Background: an optimization exercise with open tools, aiming at small area, a short achievable clock period and few clock cycles per item. Do not read the settings as production practice.
In this exercise RTL edits were held to simulation tests only and were not proved equivalent to the original.

## flow/design.v (module list and top-level ports; edited modules follow where they fit)
// module cva_cost_wta: 6896 lines
// module cva_fa: 10 lines
module cva_cost_wta (
    input  wire         clk,
    input  wire         rst,         
    input  wire         in_valid,
    output wire         in_ready,
    input  wire         in_last,
    input  wire [15:0]  in_d,
    input  wire [2:0]   in_c,        
    input  wire [16:0]  in_wq,       
    input  wire [287:0] in_lwin,
    input  wire [287:0] in_rwin,
    output reg          out_valid,
    output reg          out_last,
    output reg  [31:0]  out_cost,
    output reg  [15:0]  out_disp
);
  // ...
==> flow/flow/run.sh <==
#!/bin/bash
# Layout flow: the standard flow (standard.sh, all steps), with the
# input and output port buffers made of sky130_fd_sc_hd__buf_2 cells.
# Each ORFS step writes its own log under orfs/logs/; the driver's own
# output goes to flow_run.log.
set -o pipefail
export BUFFER_PORTS_ARGS="-buffer_cell sky130_fd_sc_hd__buf_2"
bash standard.sh > flow_run.log 2>&1
==> flow/standard.sh <==
#!/bin/bash
# synth_recipe.tcl (not shown) runs the flow's synth.tcl, then flattens the netlist and writes it again
# the make line also repeats each setting of config.mk as NAME=value (left out here)
make -C /OpenROAD-flow-scripts/flow DESIGN_CONFIG=/design/flow/config.mk WORK_HOME=/design/flow/orfs CLKGATE_MAP_FILE= SYNTH_SCRIPT=/design/flow/synth_recipe.tcl "${@:-finish}"
==> flow/config.mk <==
export PLATFORM = sky130hd
export DESIGN_NAME = cva_cost_wta
export DESIGN_NICKNAME = cva_cost_wta
export VERILOG_FILES = /design/flow/design.v
export SDC_FILE = /design/flow/constraint.sdc
export NUM_CORES = 4
export LEC_CHECK = 0
export CAP_MARGIN = 50
export CORE_MARGIN = 2
export CORE_UTILIZATION = 60
export PLACE_DENSITY = 0.7
export SLEW_MARGIN = 60
export SYNTH_HIERARCHICAL = 1
==> flow/constraint.sdc <==
create_clock -name core_clock -period 20.0 [get_ports {clk}]
set_input_delay 4.0000 -clock core_clock [delete_from_list [all_inputs] [get_ports {clk}]]
set_output_delay 4.0000 -clock core_clock [all_outputs]
set_load 0.01 [all_outputs]
==> flow_metrics.env, run 1 <==
export IMPL_postCtsResizedCells=0
export IMPL_ant_nets=0
export IMPL_ys_flop_type="dfxtp_1"
export IMPL_crit_end="x2798_15_q3$_DFF_P_"
export IMPL_outcome="no timing/DRC/antenna violations"
export IMPL_cts_root_buf="clkbuf_16"
export IMPL_first_iter_violations=3169
export IMPL_ys_ff_latch=830
export IMPL_path_class="reg -> reg"
export IMPL_die_y_um=368
export IMPL_start_util_pct=60.5
export IMPL_hold_class="reg -> reg"
export IMPL_synth_compound_area_share_pct=10.1
export IMPL_synth_mux_area_share_pct=0.296
export IMPL_cp_required_ns=20.53
export IMPL_hold_end="c2526_q3$_DFF_P_"
export IMPL_tapCellCount=1755
export IMPL_postSynthCellCount=7331
export IMPL_crit_family="adder cells"
export IMPL_cts_tree="done"
export IMPL_path_cells="fa_1, and2_1, fa_1, fa_1, fa_1, fa_1, fa_1, ha_1, o21a_1, o21ai_0, o32ai_1, o41a_1, a221o_1, a21o_1, a21oi_1, xnor2_1"
export IMPL_synth_nets=9985
export IMPL_ff2ff_path_depth=16
export IMPL_fmax_mhz=175
export IMPL_ioPinCount=667
export IMPL_final_period_utilization_pct=28.6
export IMPL_fp_row_count=133
export IMPL_synthXorXnorAreaFrac_pct=12.9
export IMPL_clkbuf_count=121
export IMPL_setup_viol=0
export IMPL_use_met3_pct=4.19
export IMPL_cts_made_buffers=90
export IMPL_clk_pin_slew_ns=0.06
Testbench counts, summed over its fixed seeds: cycles 86,022, items 85,982.
==> run 2, diff against run 1 <==
--- a/flow/config.mk
+++ b/flow/config.mk
@@ -7,3 +7,3 @@
 export LEC_CHECK = 0
-export CAP_MARGIN = 50
+export CAP_MARGIN = 20
 export CORE_MARGIN = 2
@@ -11,3 +11,3 @@
 export PLACE_DENSITY = 0.7
-export SLEW_MARGIN = 60
+export SLEW_MARGIN = 80
 export SYNTH_HIERARCHICAL = 1
==> flow_metrics.env, run 2 <==
export IMPL_outcome="no timing/DRC/antenna violations"
export IMPL_postSynthCellCount=7331
export IMPL_drt_pass1_iter_count=6
export IMPL_start_kind="flip-flop"
export IMPL_synth_cell_types=69
export IMPL_rsz0062_at_grt="no"
export IMPL_cp_slowest_cell="clkdlybuf4s50_1"
export IMPL_coreArea_sq_um=131000
export IMPL_cts_root_buf="clkbuf_16"
export IMPL_yosysTopAreaCell="fa_1"
export IMPL_cts_tree="done"
export IMPL_postCtsResizedCells=0
export IMPL_fin_tns_setup_ns=0
export IMPL_ff2ff_path_depth=29
export IMPL_end_kind="flip-flop"
export IMPL_hold_class="reg -> reg"
export IMPL_post_drt_wl_per_cell_um=22.3
export IMPL_nets=10800
export IMPL_overflow=0
export IMPL_wirelength_um=223000
export IMPL_clk_pin_slew_ns=0.07
export IMPL_hold_depth=0
export IMPL_drc_errors=0
export IMPL_synth_yosys_seq_area_share_pct=21.5
export IMPL_fmax_mhz=141
export IMPL_ys_warnings_count=7
export IMPL_clockBufferDepth=3
export IMPL_layout_common_cells="fa_1 (1088), ha_1 (912), buf_2 (763)"
export IMPL_via_per_inst=5.55
export IMPL_gp_congestion=0.977
export IMPL_synth_async_reset_ratio_pct=0
export IMPL_drive_gt1_share_pct=20.7
export IMPL_place_hpwl_um=191000
export IMPL_antenna_found_initial=6
export IMPL_grt_pass1_vias=59900
export IMPL_clkSinkCount=830
export IMPL_port_buffers=665
export IMPL_grt_pass1_wl_um=342000
export IMPL_track_usage_pct=33.3
export IMPL_grt_max_degree=27
export IMPL_hold_viol_final=0
export IMPL_ant_nets=0
export IMPL_worst_path_max_fanout=4
export IMPL_ys_flop_type="dfxtp_1"
export IMPL_path_class="reg -> reg"
export IMPL_finClkSkew_ns=0.0411
export IMPL_synth_top_area_share_pct=27.6
export IMPL_period_needed_ns=7.10
export IMPL_cp_required_ns=20.61
export IMPL_start_util_pct=60.5
export IMPL_die_area_sq_um=135000
export IMPL_final_core_util_pct=70.7
export IMPL_setup_viol=0
export IMPL_cts_made_buffers=88
export IMPL_die_y_um=368
export IMPL_postCtsHoldBufs=0
export IMPL_final_period_utilization_pct=35.5
export IMPL_netlist_area_sq_um=79500
export IMPL_clock_latency_ns=0.74
export IMPL_htreeDepth=3
export IMPL_first_iter_violations=3428
export IMPL_cp_depth=29
export IMPL_cp_num_buf_inv=12
export IMPL_final_max_slew_viol_count=0
export IMPL_ioPinCount=667
export IMPL_via_count=55600
export IMPL_fp_dieW_um=368
export IMPL_synth_avg_cell_area_sq_um=10.8
export IMPL_syn_to_final_growth_pct=17.0
export IMPL_ys_ff_latch=830
export IMPL_synth_common_cells="fa_1 (1095), ha_1 (943), dfxtp_1 (782)"
export IMPL_final_common_cell="fa_1"
export IMPL_synth_edf_count=48
export IMPL_slowest_delay_ns=0.47
export IMPL_post_cts_buffers=0
export IMPL_cap_violations=0
export IMPL_largest_registers="best_cost (32), out_cost (32), wqA (17)"
export IMPL_synth_nets=9985
export IMPL_crit_family="buffers and inverters"
export IMPL_synth_area_leaders="fa_1 (28%), dfxtp_1 (20%), ha_1 (15%)"
export IMPL_synth_most_common_cell="fa_1"
export IMPL_fp_row_count=133
export IMPL_worstPathArrival_ns=7.71
==> run 2: cell families (layout without fill, tap and decap cells) <==
logic type	count (synthesis)	count (layout)	synth area share [%]
flops	830	830	21.5
compound gates	1212	1212	10.1
buf+inv	772	1697	3.66
xor+xnor	1174	1174	12.9
mux	18	18	0.296
other cells	1	2	0.00472
fa+ha+maj	2038	2038	42.4
simple gates	1286	1286	9.03
==> run 2: layer usage <==
metal / GRT usage (%) / wire length, um / up-vias
met4: 11.2 / 8630 / 6
met3: 4.33 / 11600 / 403
met1: 44.3 / 95700 / 27700
li1: - / - / 25900
met2: 56.2 / 107000 / 1603
met5: 0 / 42 / -
==> run 2: worst reg2reg max path, delay by kind of cell (launching register included) <==
kind / cells / cell delay (ns)
AO/OA/AOI/OAI: 8 / 1.93
adder cells (fa/ha/maj): 3 / 0.77
buffers and inverters: 12 / 2.68
flip-flops: 1 / 0.30
multiplexers: 1 / 0.31
AND/OR/NAND/NOR: 5 / 1.03
==> run 2: modules after synthesis (local to each module, per instance) <==
module | cells | area [sq um] | flops+latches
cva_fa | 1 | 20.0 | 0
cva_cost_wta | 6322 | 59300 | 830
==> run 2: area by class of cell <==
| type | count | area [sq um] |
|---|---|---|
| clock buffers | 116 | 2530 |
| multi-input cells | 5729 | 62800 |
| diodes | 1 | 2.50 |
| inverters | 672 | 2520 |
| clock inverters | 48 | 581 |
| well taps | 1755 | 2200 |
| repair buffers | 861 | 4710 |
| flip-flops and latches | 830 | 17600 |
| fillers | 9879 | 38500 |
==> run 2: stage by stage <==
step / cells / cell area, sq um / setup WS (ns) / hold slack [ns]
2_1_floorplan: 7331 / 79500 / 14.32 / 0.310
3_3_place_gp: 9656 / 84700 / 13.58 / 0.310
3_5_place_dp: 9824 / 88500 / 13.31 / 0.312
4_1_cts: 9988 / 91600 / 13.24 / 0.321
5_1_grt: 10000 / 93000 / 12.62 / 0.328
6_report: 10000 / 93000 / 12.90 / 0.320
==> run 2: final timing paths <==
kind / start / to / slack [ns]
min: dP3[13]$_DFF_P_ / dP4[13]$_DFF_P_ / 0.32
min reg2reg: dP3[13]$_DFF_P_ / dP4[13]$_DFF_P_ / 0.32
max reg2reg: p2800_q4$_DFF_P_ / out_disp[0]$_DFF_P_ / 12.90
max: p2800_q4$_DFF_P_ / out_disp[0]$_DFF_P_ / 12.90
==> run 3, diff against run 2 <==
==> flow/flow/run.sh (replaced) <==
#!/bin/bash
# Layout flow: the standard flow (standard.sh, all steps), with the
# input and output port buffers made of sky130_fd_sc_hd__buf_2 cells and
# the resizer's setup repair aiming for 15.2 ns of slack (a 4.8 ns path
# target; the clock and the constraints are the design's own).
# Each ORFS step writes its own log under orfs/logs/; the driver's own
# output goes to flow_run.log.
set -o pipefail
export BUFFER_PORTS_ARGS="-buffer_cell sky130_fd_sc_hd__buf_2"
export SETUP_SLACK_MARGIN=15.2
bash standard.sh > flow_run.log 2>&1
--- a/flow/config.mk
+++ b/flow/config.mk
@@ -7,3 +7,3 @@
 export LEC_CHECK = 0
-export CAP_MARGIN = 20
+export CAP_MARGIN = 50
 export CORE_MARGIN = 2
@@ -11,3 +11,3 @@
 export PLACE_DENSITY = 0.7
-export SLEW_MARGIN = 80
+export SLEW_MARGIN = 60
 export SYNTH_HIERARCHICAL = 1
==> flow_metrics.env, run 3 <==
export IMPL_outcome="no timing/DRC/antenna violations"
export IMPL_gp_congestion=1.01
export IMPL_drt_pass1_iter_count=5
export IMPL_final_cell_count_no_fill=10300
export IMPL_placed_cell_area_sq_um=87500
export IMPL_synth_nets=9985
export IMPL_stdcell_area_sq_um=98000
export IMPL_synth_async_reset_ratio_pct=0
export IMPL_htreeDepth=3
export IMPL_worst_slew_pin_slew_ns=0.599
export IMPL_cts_tree="done"
export IMPL_rsz0062_at_grt="yes"
export IMPL_start_util_pct=60.5
export IMPL_post_drt_wl_per_cell_um=22.4
export IMPL_final_period_utilization_pct=26.8
export IMPL_synth_area_leaders="fa_1 (28%), dfxtp_1 (20%), ha_1 (15%)"
export IMPL_finClkSkew_ns=0.0510
export IMPL_postSynthCellCount=7331
export IMPL_postCtsHoldBufs=0
export IMPL_clock_latency_ns=0.71
export IMPL_clk_pin_slew_ns=0.07
export IMPL_fmax_mhz=187
export IMPL_dp_cells=9660
export IMPL_fin_tns_setup_ns=0
export IMPL_clkSinkCount=830
export IMPL_fp_row_count=133
export IMPL_synth_avg_cell_area_sq_um=10.8
export IMPL_via_count=57200
export IMPL_drive_gt1_share_pct=25.6
export IMPL_path_cells="fa_1, and2_1, fa_1, fa_1, fa_1, fa_1, fa_1, ha_4, a21oi_1, o32ai_2, o41a_1, a221o_1, a21o_1, a21oi_2, xnor2_2"
export IMPL_antenna_found_initial=5
export IMPL_worstPathArrival_ns=5.93
export IMPL_ioPinCount=667
export IMPL_nets=11100
export IMPL_end_kind="flip-flop"
export IMPL_grt_pass1_wl_um=340000
export IMPL_cts_made_buffers=92
export IMPL_overflow=0
export IMPL_place_hpwl_um=186000
export IMPL_final_max_slew_viol_count=0
export IMPL_netlist_area_sq_um=79500
export IMPL_grt_max_degree=27
export IMPL_cts_root_buf="clkbuf_16"
export IMPL_die_area_sq_um=135000
export IMPL_ys_ff_latch=830
export IMPL_synth_edf_count=48
export IMPL_track_usage_pct=32.8
export IMPL_hold_viol_final=0
export IMPL_first_iter_violations=3855
export IMPL_relSlewSlack_pct=60.0
export IMPL_wirelength_um=230000
export IMPL_ys_flop_type="dfxtp_1"
export IMPL_cap_violations=0
export IMPL_via_per_inst=5.58
export IMPL_syn_to_final_growth_pct=23.3
export IMPL_worst_path_max_fanout=5
export IMPL_layout_common_cells="fa_1 (1039), ha_1 (819), xnor2_1 (619)"
export IMPL_synth_yosys_seq_area_share_pct=21.5
export IMPL_crit_top_cell="fa_1"
export IMPL_clockBufferDepth=3
export IMPL_period_needed_ns=5.35
export IMPL_die_y_um=368
export IMPL_cp_required_ns=20.57
export IMPL_drc_errors=0
export IMPL_slowest_delay_ns=0.58
export IMPL_final_common_cell="fa_1"
export IMPL_synth_top_area_share_pct=27.6
export IMPL_yosysTopAreaCell="fa_1"
export IMPL_synth_common_cells="fa_1 (1095), ha_1 (943), dfxtp_1 (782)"
export IMPL_final_core_util_pct=74.5
export IMPL_fp_dieW_um=368
export IMPL_synth_cell_types=69
export IMPL_synth_most_common_cell="fa_1"
export IMPL_path_class="reg -> reg"
export IMPL_ant_nets=0
export IMPL_setup_viol=0
export IMPL_start_kind="flip-flop"
export IMPL_hold_class="reg -> reg"
export IMPL_port_buffers=665
export IMPL_coreArea_sq_um=131000
export IMPL_grt_pass1_vias=59800
export IMPL_largest_registers="best_cost (32), out_cost (32), wqA (17)"
export IMPL_ys_warnings_count=7
export IMPL_cp_slowest_cell="fa_1"
## run 3: Yosys stat by module, one instance, submodules excluded
module / flip-flops and latches / cells inside / cell area (sq um) / copies in the design
cva_cost_wta: 830 / 6322 / 59300 / 1
cva_fa: 0 / 1 / 20.0 / 1009
## run 3: worst paths after layout
check                       start                   to  slack, ns  depth (start not counted)
setup / recovery  c496_q2$_DFF_P_  x2798_15_q3$_DFF_P_      14.65                         15
hold / removal    dP1[11]$_DFF_P_      dP2[11]$_DFF_P_       0.32                          0
hold reg to reg   dP1[11]$_DFF_P_      dP2[11]$_DFF_P_       0.32                          0
setup reg to reg  c496_q2$_DFF_P_  x2798_15_q3$_DFF_P_      14.65                         15
## run 3: per-layer routing
| metal | global-route usage [%] | part of all wire (%) | vias to the layer above |
|---|---|---|---|
| li1 | - | - | 26400 |
| met4 | 11.4 | 3.9 | 8 |
| met2 | 55.4 | 49 | 1874 |
| met5 | 0 | 0.023 | - |
| met1 | 43.4 | 41 | 28500 |
| met3 | 4.57 | 6.1 | 453 |
## run 3: critical path: cells and delay by family (launching register included)
kind / cells / cell delay, ns
xor+xnor: 1 / 0.19
flops: 1 / 0.32
fa+ha+maj: 7 / 3.07
simple gates: 1 / 0.23
compound gates: 6 / 1.43
## run 3: timing repair
item	4_1_cts	5_1_grt
endpoints found under the setup margin	292	313
pin swaps	98	485
resized for setup	347	631
setup buffers	97	304
gates cloned	4	10
## run 3: area by class of cell
| type | count | area [sq um] |
|---|---|---|
| clock buffers | 124 | 2570 |
| repair buffers | 1078 | 7670 |
| clock inverters | 49 | 589 |
| inverters | 672 | 3280 |
| diodes | 3 | 7.51 |
| multi-input cells | 5740 | 64200 |
| well taps | 1755 | 2200 |
| fillers | 9202 | 33500 |
| flip-flops and latches | 830 | 17500 |
## run 3: cell families after synthesis
kind of cell / Yosys count / synth area share (%)
AOI/OAI and AO/OA: 1212 / 10.1
buffers and inverters: 772 / 3.66
DFF: 830 / 21.5
and+or+nand+nor: 1286 / 9.03
muxes: 18 / 0.296
adders and majority gates: 2038 / 42.4
other: 1 / 0.00472
xor gates and xnor gates: 1174 / 12.9
## run 3: stage by stage
stage                     hold WS, ns  setup WS (ns)
after global routing            0.326          14.52
after CTS                       0.324          14.72
after floorplan                 0.310          14.69
after global placement          0.310          14.29
final                           0.322          14.65
after detailed placement        0.312          14.26
==> run 4, diff against run 3 <==
--- a/flow/flow/run.sh
+++ b/flow/flow/run.sh
@@ -3,3 +3,3 @@
 # input and output port buffers made of sky130_fd_sc_hd__buf_2 cells and
-# the resizer's setup repair aiming for 15.2 ns of slack (a 4.8 ns path
+# the resizer's setup repair aiming for 14.7 ns of slack (a 5.3 ns path
 # target; the clock and the constraints are the design's own).
@@ -9,3 +9,3 @@
 export BUFFER_PORTS_ARGS="-buffer_cell sky130_fd_sc_hd__buf_2"
-export SETUP_SLACK_MARGIN=15.2
+export SETUP_SLACK_MARGIN=14.7
 bash standard.sh > flow_run.log 2>&1
==> flow_metrics.env, run 4 <==
export IMPL_stdcell_area_sq_um=90400
export IMPL_synth_area_leaders="fa_1 (28%), dfxtp_1 (20%), ha_1 (15%)"
export IMPL_start_util_pct=60.5
export IMPL_wl_met1_um=92600
export IMPL_end_kind="flip-flop"
export IMPL_place_hpwl_um=187000
export IMPL_period_needed_ns=5.46
export IMPL_coreArea_sq_um=131000
export IMPL_synth_avg_cell_area_sq_um=10.8
export IMPL_track_usage_pct=32.8
export IMPL_placed_cell_area_sq_um=86700
export IMPL_slowest_delay_ns=0.56
export IMPL_via_per_inst=5.59
export IMPL_die_y_um=368
export IMPL_synth_simple_area_share_pct=9.03
export IMPL_port_buffers=665
export IMPL_ys_warnings_count=7
export IMPL_fmax_mhz=183
export IMPL_drive_gt1_share_pct=16.5
export IMPL_path_class="reg -> reg"
export IMPL_synth_cell_types=69
export IMPL_drc_errors=0
export IMPL_synth_edf_count=48
export IMPL_finClkSkew_ns=0.0534
export IMPL_via_count=55000
export IMPL_synth_common_cells="fa_1 (1095), ha_1 (943), dfxtp_1 (782)"
export IMPL_path_cells="fa_1, and2_2, fa_1, fa_1, fa_1, fa_1, fa_1, ha_4, o21a_1, o21ai_2, o32ai_1, o41a_1, a221o_1, a21o_1, a21oi_2, xnor2_2"
export IMPL_postSynthCellCount=7331
export IMPL_ys_flop_type="dfxtp_1"
export IMPL_syn_to_final_growth_pct=13.8
export IMPL_synth_most_common_cell="fa_1"
export IMPL_fp_row_count=133
export IMPL_synth_async_reset_ratio_pct=0
export IMPL_crit_top_cell="fa_1"
export IMPL_setup_viol=0
export IMPL_relSlewSlack_pct=59.1
export IMPL_fp_dieW_um=368
export IMPL_synth_top_area_share_pct=27.6
export IMPL_ant_nets=0
export IMPL_layout_common_cells="fa_1 (1059), ha_1 (869), dfxtp_1 (686)"
export IMPL_whs_ns=0.297
export IMPL_synth_mux_area_share_pct=0.296
export IMPL_wirelength_um=219000
export IMPL_synth_compound_area_share_pct=10.1
export IMPL_ioPinCount=667
export IMPL_clkSinkCount=830
export IMPL_largest_registers="best_cost (32), out_cost (32), wqA (17)"
export IMPL_rsz0062_at_grt="yes"
export IMPL_clock_latency_ns=0.75
export IMPL_postCtsHoldBufs=0
export IMPL_synth_top_family_by_area="adder cells"
export IMPL_hold_class="reg -> reg"
export IMPL_htreeDepth=3
export IMPL_cp_required_ns=20.60
export IMPL_ys_ff_latch=830
export IMPL_clockBufferDepth=3
export IMPL_first_iter_violations=3493
export IMPL_gp_congestion=1.01
export IMPL_yosysTopAreaCell="fa_1"
export IMPL_netlist_area_sq_um=79500
export IMPL_outcome="no timing/DRC/antenna violations"
export IMPL_cp_slowest_cell="fa_1"
export IMPL_nets=10700
export IMPL_die_area_sq_um=135000
export IMPL_synth_adder_area_share_pct=42.4
export IMPL_worst_path_max_fanout=4
export IMPL_post_drt_wl_per_cell_um=22.3
export IMPL_grt_pass1_wl_um=338000
export IMPL_start_kind="flip-flop"
export IMPL_hold_viol_final=0
export IMPL_cts_made_buffers=92
export IMPL_dp_cells=9664
export IMPL_synth_yosys_seq_area_share_pct=21.5
export IMPL_final_common_cell="fa_1"
export IMPL_route_met3_wl_um=14400
export IMPL_final_period_utilization_pct=27.3
export IMPL_cts_root_buf="clkbuf_16"
export IMPL_highest_signal_layer="met5"
export IMPL_fin_tns_setup_ns=0
export IMPL_grt_pass1_vias=58600
export IMPL_final_max_slew_viol_count=0
export IMPL_clk_pin_slew_ns=0.07
export IMPL_grt_max_degree=27
export IMPL_worstPathArrival_ns=6.05
export IMPL_final_cell_count_no_fill=9846
export IMPL_wl_met2_um=105000
export IMPL_worst_slew_pin_slew_ns=0.613
export IMPL_antenna_found_initial=6
export IMPL_overflow=0
export IMPL_drt_pass1_iter_count=8
export IMPL_synthXorXnorAreaFrac_pct=12.9
export IMPL_synth_nets=9985
export IMPL_cts_tree="done"
export IMPL_cap_violations=0
## run 4: cell types whose count changed in the layout (fill, tap and decap cells not counted), moves of 46 or more
cell / previous run / this run
buf_4: 406 / 19
buf_2: 538 / 665
a21oi_2: 147 / 40
a21oi_1: 139 / 239
dfxtp_1: 610 / 686
buf_6: 68 / 0
dfxtp_4: 60 / 4
ha_1: 819 / 869
a2111oi_4: 46 / 0
ha_4: 119 / 73
## run 4: cell type report
class | instances | area (sq um)
antenna | 2 | 5.00
clock buffer | 125 | 2590
clock inverter | 46 | 681
fill | 10200 | 41000
inverter | 672 | 2770
multi-input combinational | 5730 | 61400
sequential | 830 | 17200
tap | 1755 | 2200
timing repair buffer | 686 | 3520
## run 4: layer usage
| layer | vias to the layer above | GRT usage (%) |
|---|---|---|
| li1 | 25600 | - |
| met1 | 27300 | 43.9 |
| met2 | 1777 | 54.8 |
| met3 | 367 | 5.28 |
| met4 | 8 | 10.0 |
| met5 | - | 0 |
## run 4: critical path: cells and delay by family (launching register included)
family	cells	cell delay, ns
simple gates	1	0.26
compound gates	7	1.53
xor+xnor	1	0.17
flops	1	0.32
fa+ha+maj	7	3.07
## run 4: stage by stage
stage          setup WS, ns  utilization [%]
2_1_floorplan         14.69                -
3_3_place_gp          13.70             65.5
3_5_place_dp          14.33             65.9
4_1_cts               14.50             68.5
5_1_grt               14.43             68.8
6_report              14.54             68.8
## run 4: worst paths after layout
kind                         start                   to  slack [ns]  cells after the start
setup / recovery   c520_q2$_DFF_P_  x2798_15_q3$_DFF_P_       14.54                     16
hold / removal    wqA_5_q2$_DFF_P_     wqA_5_q3$_DFF_P_        0.30                      0
setup reg to reg   c520_q2$_DFF_P_  x2798_15_q3$_DFF_P_       14.54                     16
hold reg to reg   wqA_5_q2$_DFF_P_     wqA_5_q3$_DFF_P_        0.30                      0
## run 4: what timing repair did
item / CTS / global route
pin swaps: 2 / 1
gates cloned: 1 / 0
setup buffers: 2 / 6
setup endpoints to repair: 47 / 87
resized for setup: 19 / 33
## run 4: per-module statistics from Yosys (local to each module, per instance)
module	flops+latches	area (sq um)
cva_fa	0	20.0
cva_cost_wta	830	59300
## run 4: kinds of logic (layout without fill, tap and decap cells)
kind of cell,after synthesis,after routing
adder cells (fa/ha/maj),2038,2038
AND/OR/NAND/NOR,1286,1287
AO/OA/AOI/OAI,1212,1212
XOR/XNOR,1174,1174
flip-flops,830,830
buffers and inverters,772,1529
multiplexers,18,18
other,1,3
==> run 5, diff against run 4 <==
--- a/flow/flow/run.sh
+++ b/flow/flow/run.sh
@@ -3,3 +3,3 @@
 # input and output port buffers made of sky130_fd_sc_hd__buf_2 cells and
-# the resizer's setup repair aiming for 14.7 ns of slack (a 5.3 ns path
+# the resizer's setup repair aiming for 14.3 ns of slack (a 5.7 ns path
 # target; the clock and the constraints are the design's own).
@@ -9,3 +9,3 @@
 export BUFFER_PORTS_ARGS="-buffer_cell sky130_fd_sc_hd__buf_2"
-export SETUP_SLACK_MARGIN=14.7
+export SETUP_SLACK_MARGIN=14.3
 bash standard.sh > flow_run.log 2>&1
==> flow_metrics.env, run 5 <==
export IMPL_first_iter_violations=3175
export IMPL_final_max_slew_viol_count=0
export IMPL_fp_dieW_um=368
export IMPL_post_drt_wl_per_cell_um=22.2
export IMPL_drt_pass1_iter_count=7
export IMPL_synth_yosys_seq_area_share_pct=21.5
export IMPL_antenna_cells=0
export IMPL_outcome="no timing/DRC/antenna violations"
export IMPL_synth_top_area_share_pct=27.6
export IMPL_setup_viol=0
export IMPL_final_common_cell="fa_1"
export IMPL_yosysTopAreaCell="fa_1"
export IMPL_period_needed_ns=5.58
export IMPL_fin_tns_setup_ns=0
export IMPL_overflow=0
export IMPL_clk_pin_slew_ns=0.06
export IMPL_synth_common_cells="fa_1 (1095), ha_1 (943), dfxtp_1 (782)"
export IMPL_ys_flop_type="dfxtp_1"
export IMPL_start_kind="flip-flop"
export IMPL_nets=10700
export IMPL_final_period_utilization_pct=27.9
export IMPL_postCtsHoldBufs=0
export IMPL_synth_nets=9985
export IMPL_syn_to_final_growth_pct=11.5
export IMPL_synth_most_common_cell="fa_1"
export IMPL_gp_congestion=0.977
export IMPL_hold_depth=0
export IMPL_cts_made_buffers=90
export IMPL_clkSinkCount=830
export IMPL_postSynthCellCount=7331
export IMPL_synth_avg_cell_area_sq_um=10.8
export IMPL_via_count=54600
export IMPL_largest_registers="best_cost (32), out_cost (32), wqA (17)"
export IMPL_start_util_pct=60.5
export IMPL_place_hpwl_um=187000
export IMPL_cts_tree="done"
export IMPL_hold_end="c2526_q3$_DFF_P_"
export IMPL_path_class="reg -> reg"
export IMPL_die_area_sq_um=135000
export IMPL_worst_path_max_fanout=4
export IMPL_finClkSkew_ns=0.0243
export IMPL_synth_async_reset_ratio_pct=0
export IMPL_grt_pass1_wl_um=335000
export IMPL_worst_slew_pin_slew_ns=0.603
export IMPL_drc_errors=0
export IMPL_relSlewSlack_pct=59.5
export IMPL_worstHoldStart="c2526_q2$_DFF_P_"
export IMPL_timing_rr_end="x2798_15_q3$_DFF_P_"
export IMPL_netlist_area_sq_um=79500
export IMPL_fmax_mhz=179
export IMPL_synth_area_leaders="fa_1 (28%), dfxtp_1 (20%), ha_1 (15%)"
export IMPL_r2r_start="c520_q2$_DFF_P_"
export IMPL_antenna_found_initial=2
export IMPL_wirelength_um=218000
export IMPL_synth_edf_count=48
export IMPL_hold_class="reg -> reg"
export IMPL_grt_pass1_vias=58500
export IMPL_ant_nets=0
export IMPL_hold_viol_final=0
export IMPL_final_core_util_pct=67.4
export IMPL_synth_cell_types=69
export IMPL_coreArea_sq_um=131000
export IMPL_ioPinCount=667
export IMPL_ff2ff_path_depth=16
export IMPL_track_usage_pct=32.5
export IMPL_cp_required_ns=20.57
export IMPL_layout_common_cells="fa_1 (1095), ha_1 (942), dfxtp_1 (703)"
export IMPL_cap_violations=0
export IMPL_clock_latency_ns=0.70
export IMPL_worstPathArrival_ns=6.15
export IMPL_drive_gt1_share_pct=13.2
export IMPL_die_y_um=368
export IMPL_ff2ff_setup_slack_ns=14.42
export IMPL_ys_ff_latch=830
export IMPL_grt_max_degree=27
export IMPL_clockBufferDepth=3
export IMPL_htreeDepth=3
export IMPL_post_cts_buffers=0
export IMPL_ys_warnings_count=7
export IMPL_port_buffers=665
export IMPL_rsz0062_at_grt="yes"
export IMPL_cts_root_buf="clkbuf_16"
export IMPL_fp_row_count=133
export IMPL_via_per_inst=5.56
export IMPL_end_kind="flip-flop"
## run 5: changes by cell type in the layout (fill, tap and decap cells not counted), moves of 17 or more
cell,delta
a21boi_0,+36
a21boi_1,-36
a21oi_1,+37
a21oi_2,-38
dfxtp_1,+17
fa_1,+36
fa_2,-36
ha_1,+73
ha_4,-73
inv_1,+72
inv_2,-36
inv_4,-21
o21ai_0,+107
o21ai_1,-106
## run 5: repair_timing
action                                  in CTS  in global routing
endpoints found under the hold margin        0                  0
resized for setup                            1                  3
endpoints found under the setup margin       1                  4
## run 5: worst max path at each step
stage                     startpoint                      to  slack, ns  depth (start not counted)
floorplan           p2800_q4$_DFF_P_  best_cost[0]$_DFFE_PP_      14.32                         19
CTS                  c520_q2$_DFF_P_     x2798_15_q3$_DFF_P_      14.34                         16
detailed placement       in_lwin[57]       dr_1_3[7]$_DFF_P_      14.08                         11
global route        c2506_q2$_DFF_P_     x2798_15_q3$_DFF_P_      14.26                         16
finish               c520_q2$_DFF_P_     x2798_15_q3$_DFF_P_      14.42                         16
global placement    p2800_q4$_DFF_P_  best_cost[0]$_DFFE_PP_      13.58                         18
## run 5: final cells by class
cell class              count  area (sq um)
clock buffers             121          2530
clock inverters            46           581
fillers                 10300         42800
inverters                 672          2520
multi-input cells        5729         60200
flip-flops and latches    830         17200
well taps                1755          2200
repair buffers            675          3420
## run 5: routing by layer
metal | part of all wire [%] | track usage (%) | vias up | wire length (um)
li1 | - | - | 25500 | -
met1 | 43 | 43.7 | 27100 | 93800
met2 | 48 | 54.4 | 1623 | 104000
met3 | 5.7 | 4.19 | 346 | 12500
met4 | 3.6 | 11.2 | 2 | 7850
met5 | 0.0060 | 0 | - | 13
## run 5: worst max-delay path: stages, from the launching register on
cell and delay, ns:
dfxtp_1 0.32, fa_1 0.44, and2_1 0.24, fa_1 0.54, fa_1 0.43, fa_1 0.38
fa_1 0.51, fa_1 0.42, ha_1 0.34, o21a_1 0.20, o21ai_1 0.17, o32ai_1 0.15
o41a_1 0.37, a221o_1 0.34, a21o_1 0.19, a21oi_1 0.23, xnor2_2 0.19
## run 5: cell families (layout without fill, tap and decap cells)
kind of cell               Yosys count  after routing  share of synthesized area, %
other                                1              1                       0.00472
AOI/OAI and AO/OA                 1212           1212                          10.1
muxes                               18             18                         0.296
buffers and inverters              772           1514                          3.66
and+or+nand+nor                   1286           1286                          9.03
DFF                                830            830                          21.5
adders and majority gates         2038           2038                          42.4
xor gates and xnor gates          1174           1174                          12.9
## run 5: per-stage QoR
step	std cells	area [sq um]	setup WS [ns]	hold slack (ns)
after floorplan	7331	79500	14.32	0.310
after global placement	9656	84700	13.58	0.310
after detailed placement	9661	85200	14.08	0.312
after CTS	9828	88400	14.34	0.325
after global routing	9828	88600	14.26	0.329
final	9828	88600	14.42	0.319
## run 5: Yosys stat by module, one instance, submodules excluded
module,copies in the design,flops+latches,cells
cva_fa,1009,0,1
cva_cost_wta,1,830,6322
==> run 6, diff against run 5 <==
--- a/flow/flow/run.sh
+++ b/flow/flow/run.sh
@@ -3,3 +3,3 @@
 # input and output port buffers made of sky130_fd_sc_hd__buf_2 cells and
-# the resizer's setup repair aiming for 14.3 ns of slack (a 5.7 ns path
+# the resizer's setup repair aiming for 14.5 ns of slack (a 5.5 ns path
 # target; the clock and the constraints are the design's own).
@@ -9,3 +9,3 @@
 export BUFFER_PORTS_ARGS="-buffer_cell sky130_fd_sc_hd__buf_2"
-export SETUP_SLACK_MARGIN=14.3
+export SETUP_SLACK_MARGIN=14.5
 bash standard.sh > flow_run.log 2>&1
==> flow_metrics.env, run 6 <==
export IMPL_synth_async_reset_ratio_pct=0
export IMPL_drive_gt1_share_pct=13.5
export IMPL_cp_slowest_cell="fa_1"
export IMPL_fp_dieW_um=368
export IMPL_synth_common_cells="fa_1 (1095), ha_1 (943), dfxtp_1 (782)"
export IMPL_yosysTopAreaCell="fa_1"
export IMPL_worst_path_max_fanout=4
export IMPL_start_kind="flip-flop"
export IMPL_path_cells="fa_1, and2_4, fa_2, fa_1, fa_2, fa_1, fa_1, ha_4, o21a_1, o21ai_2, o32ai_1, o41a_1, a221o_1, buf_4, xor2_1"
export IMPL_wirelength_um=219000
export IMPL_num_fill_cells=10300
export IMPL_track_usage_pct=32.6
export IMPL_worstPathArrival_ns=6.01
export IMPL_synth_area_leaders="fa_1 (28%), dfxtp_1 (20%), ha_1 (15%)"
export IMPL_synth_compound_area_share_pct=10.1
export IMPL_hold_class="reg -> reg"
export IMPL_outcome="no timing/DRC/antenna violations"
export IMPL_setup_viol=0
export IMPL_clockBufferDepth=3
export IMPL_postSynthCellCount=7331
export IMPL_fmax_mhz=182
export IMPL_finClkSkew_ns=0.0177
export IMPL_ant_nets=0
export IMPL_ioPinCount=667
export IMPL_clock_latency_ns=0.68
export IMPL_synth_edf_count=48
export IMPL_worst_slew_pin_slew_ns=0.617
export IMPL_synthXorXnorAreaFrac_pct=12.9
export IMPL_synth_cell_types=69
export IMPL_first_iter_violations=3657
export IMPL_place_hpwl_um=187000
export IMPL_clkSinkCount=830
export IMPL_cap_violations=0
export IMPL_cts_made_buffers=90
export IMPL_clk_pin_slew_ns=0.06
export IMPL_nets=10700
export IMPL_crit_family="adder cells"
export IMPL_grt_pass1_wl_um=335000
export IMPL_die_area_sq_um=135000
export IMPL_end_kind="flip-flop"
export IMPL_largest_registers="best_cost (32), out_cost (32), wqA (17)"
export IMPL_htreeDepth=3
export IMPL_synth_most_common_cell="fa_1"
export IMPL_layout_common_cells="fa_1 (1090), ha_1 (940), dfxtp_1 (704)"
export IMPL_final_common_cell="fa_1"
export IMPL_path_class="reg -> reg"
export IMPL_gp_congestion=1.00
export IMPL_via_count=54800
export IMPL_synth_mux_area_share_pct=0.296
export IMPL_overflow=0
export IMPL_period_needed_ns=5.49
export IMPL_synth_top_area_share_pct=27.6
export IMPL_drt_pass1_iter_count=5
export IMPL_fp_row_count=133
export IMPL_die_y_um=368
export IMPL_cts_root_buf="clkbuf_16"
export IMPL_drc_errors=0
export IMPL_cp_num_buf_inv=1
export IMPL_grt_pass1_vias=58400
export IMPL_whs_ns=0.324
export IMPL_synth_simple_area_share_pct=9.03
export IMPL_antenna_found_initial=4
export IMPL_ys_flop_type="dfxtp_1"
export IMPL_final_period_utilization_pct=27.4
export IMPL_netlist_area_sq_um=79500
export IMPL_cp_required_ns=20.52
export IMPL_synth_top_family_by_area="adder cells"
export IMPL_postCtsHoldBufs=0
export IMPL_pre_cts_ws_ns=14.06
export IMPL_rsz0062_at_grt="yes"
export IMPL_synth_nets=9985
export IMPL_ys_warnings_count=7
export IMPL_worst_slack_ns=14.51
export IMPL_fin_tns_setup_ns=0
export IMPL_relSlewSlack_pct=58.8
export IMPL_via_per_inst=5.57
export IMPL_ys_ff_latch=830
export IMPL_grt_max_degree=27
export IMPL_slowest_delay_ns=0.57
export IMPL_crit_top_cell="fa_1"
export IMPL_hold_viol_final=0
export IMPL_post_drt_wl_per_cell_um=22.3
export IMPL_port_buffers=665
export IMPL_synth_avg_cell_area_sq_um=10.8
export IMPL_coreArea_sq_um=131000
export IMPL_start_util_pct=60.5
export IMPL_final_core_util_pct=67.5
export IMPL_cts_tree="done"
export IMPL_synth_yosys_seq_area_share_pct=21.5
export IMPL_synth_adder_area_share_pct=42.4
export IMPL_final_max_slew_viol_count=0
export IMPL_syn_to_final_growth_pct=11.7
==> run 6: cell counts after synthesis <==
No cell type changed its count.
==> run 6: layer usage <==
| layer | GRT usage, % | vias up | part of all wire [%] |
|---|---|---|---|
| li1 | - | 25500 | - |
| met1 | 43.2 | 27100 | 42 |
| met2 | 55.2 | 1723 | 48 |
| met3 | 4.33 | 368 | 5.9 |
| met4 | 10.7 | 2 | 3.5 |
| met5 | 0 | - | 0.0041 |
==> run 6: worst paths after layout <==
path	start	end	slack [ns]	depth (start not counted)
worst max-delay path	c520_q2$_DFF_P_	x2798_13_q3$_DFF_P_	14.51	15
worst min-delay path	wqA[4]$_DFF_P_	wqA_4_q2$_DFF_P_	0.32	0
worst max register to register	c520_q2$_DFF_P_	x2798_13_q3$_DFF_P_	14.51	15
worst min register to register	wqA[4]$_DFF_P_	wqA_4_q2$_DFF_P_	0.32	0
==> run 6: per-module statistics from Yosys (local to each module, per instance) <==
| module | cells inside | flip-flops and latches |
|---|---|---|
| cva_fa | 1 | 0 |
| cva_cost_wta | 6322 | 830 |
==> run 6: cells by family (layout without fill, tap and decap cells) <==
| family | Yosys count | after routing |
|---|---|---|
| fa+ha+maj | 2038 | 2038 |
| simple gates | 1286 | 1287 |
| compound gates | 1212 | 1212 |
| xor+xnor | 1174 | 1174 |
| flops | 830 | 830 |
| buf+inv | 772 | 1520 |
| mux | 18 | 18 |
| other cells | 1 | 2 |
==> run 6: layout make-up <==
| cell class | instances | area [sq um] | share of cell area (%) |
|---|---|---|---|
| antenna | 1 | 2.50 | 0.00282 |
| clock buffer | 128 | 2660 | 3.00 |
| clock inverter | 34 | 419 | 0.472 |
| inverter | 672 | 2520 | 2.84 |
| multi-input combinational | 5730 | 60300 | 67.9 |
| sequential | 830 | 17200 | 19.4 |
| tap | 1755 | 2200 | 2.47 |
| timing repair buffer | 686 | 3510 | 3.95 |
==> run 6: metrics by stage <==
| stage | cell area (sq um) | cells |
|---|---|---|
| final | 88800 | 9836 |
| after global routing | 88800 | 9835 |
| after CTS | 88400 | 9827 |
| after detailed placement | 85300 | 9665 |
| after global placement | 84700 | 9662 |
| after floorplan | 79500 | 7331 |
==> run 6: what timing repair did <==
action                                  CTS  global route
endpoints found under the setup margin    3            59
setup buffers                             0             7
gates resized for setup                   4            16
pin swaps                                 0            13
cloned                                    0             1

==> re-timing with driven ports <==
No port has a modelled driver above. Below, the same layouts with a new extraction and two added sets of constraints.
Step 1 (the two cells are an assumption about what drives the block):
set clk [get_ports {clk}]
set_driving_cell -lib_cell sky130_fd_sc_hd__clkbuf_16 $clk
set_driving_cell -lib_cell sky130_fd_sc_hd__buf_2 [delete_from_list [all_inputs] $clk]
Step 2, shift: input delay + t, output delay - t, t = (earliest + latest rising clock arrival at the registers) / 2. This alone moves slack from input paths to output paths.
Slacks: ideal / step 1 / step 2; pairs: ideal / step 1.
| run | shift t [ns] | slack for setup (ns) | worst data-port slew with drivers (ns) |
|---|---|---|---|
| run 1 | 0.767 | 14.287 / 14.287 / 14.011 | 0.10 |
| run 2 | 0.804 | 12.902 / 12.902 / 12.902 | 0.10 |
| run 3 | 0.766 | 14.648 / 14.648 / 14.377 | 0.10 |
| run 4 | 0.806 | 14.542 / 14.542 / 14.307 | 0.12 |
| run 5 | 0.766 | 14.424 / 14.424 / 14.012 | 0.10 |
| run 6 | 0.760 | 14.511 / 14.511 / 14.051 | 0.14 |
After both steps every run listed still meets setup and hold. For run 6, which loses most, drivers alone change the setup slack by 0.000 ns; drivers and shift together by -0.460 ns.
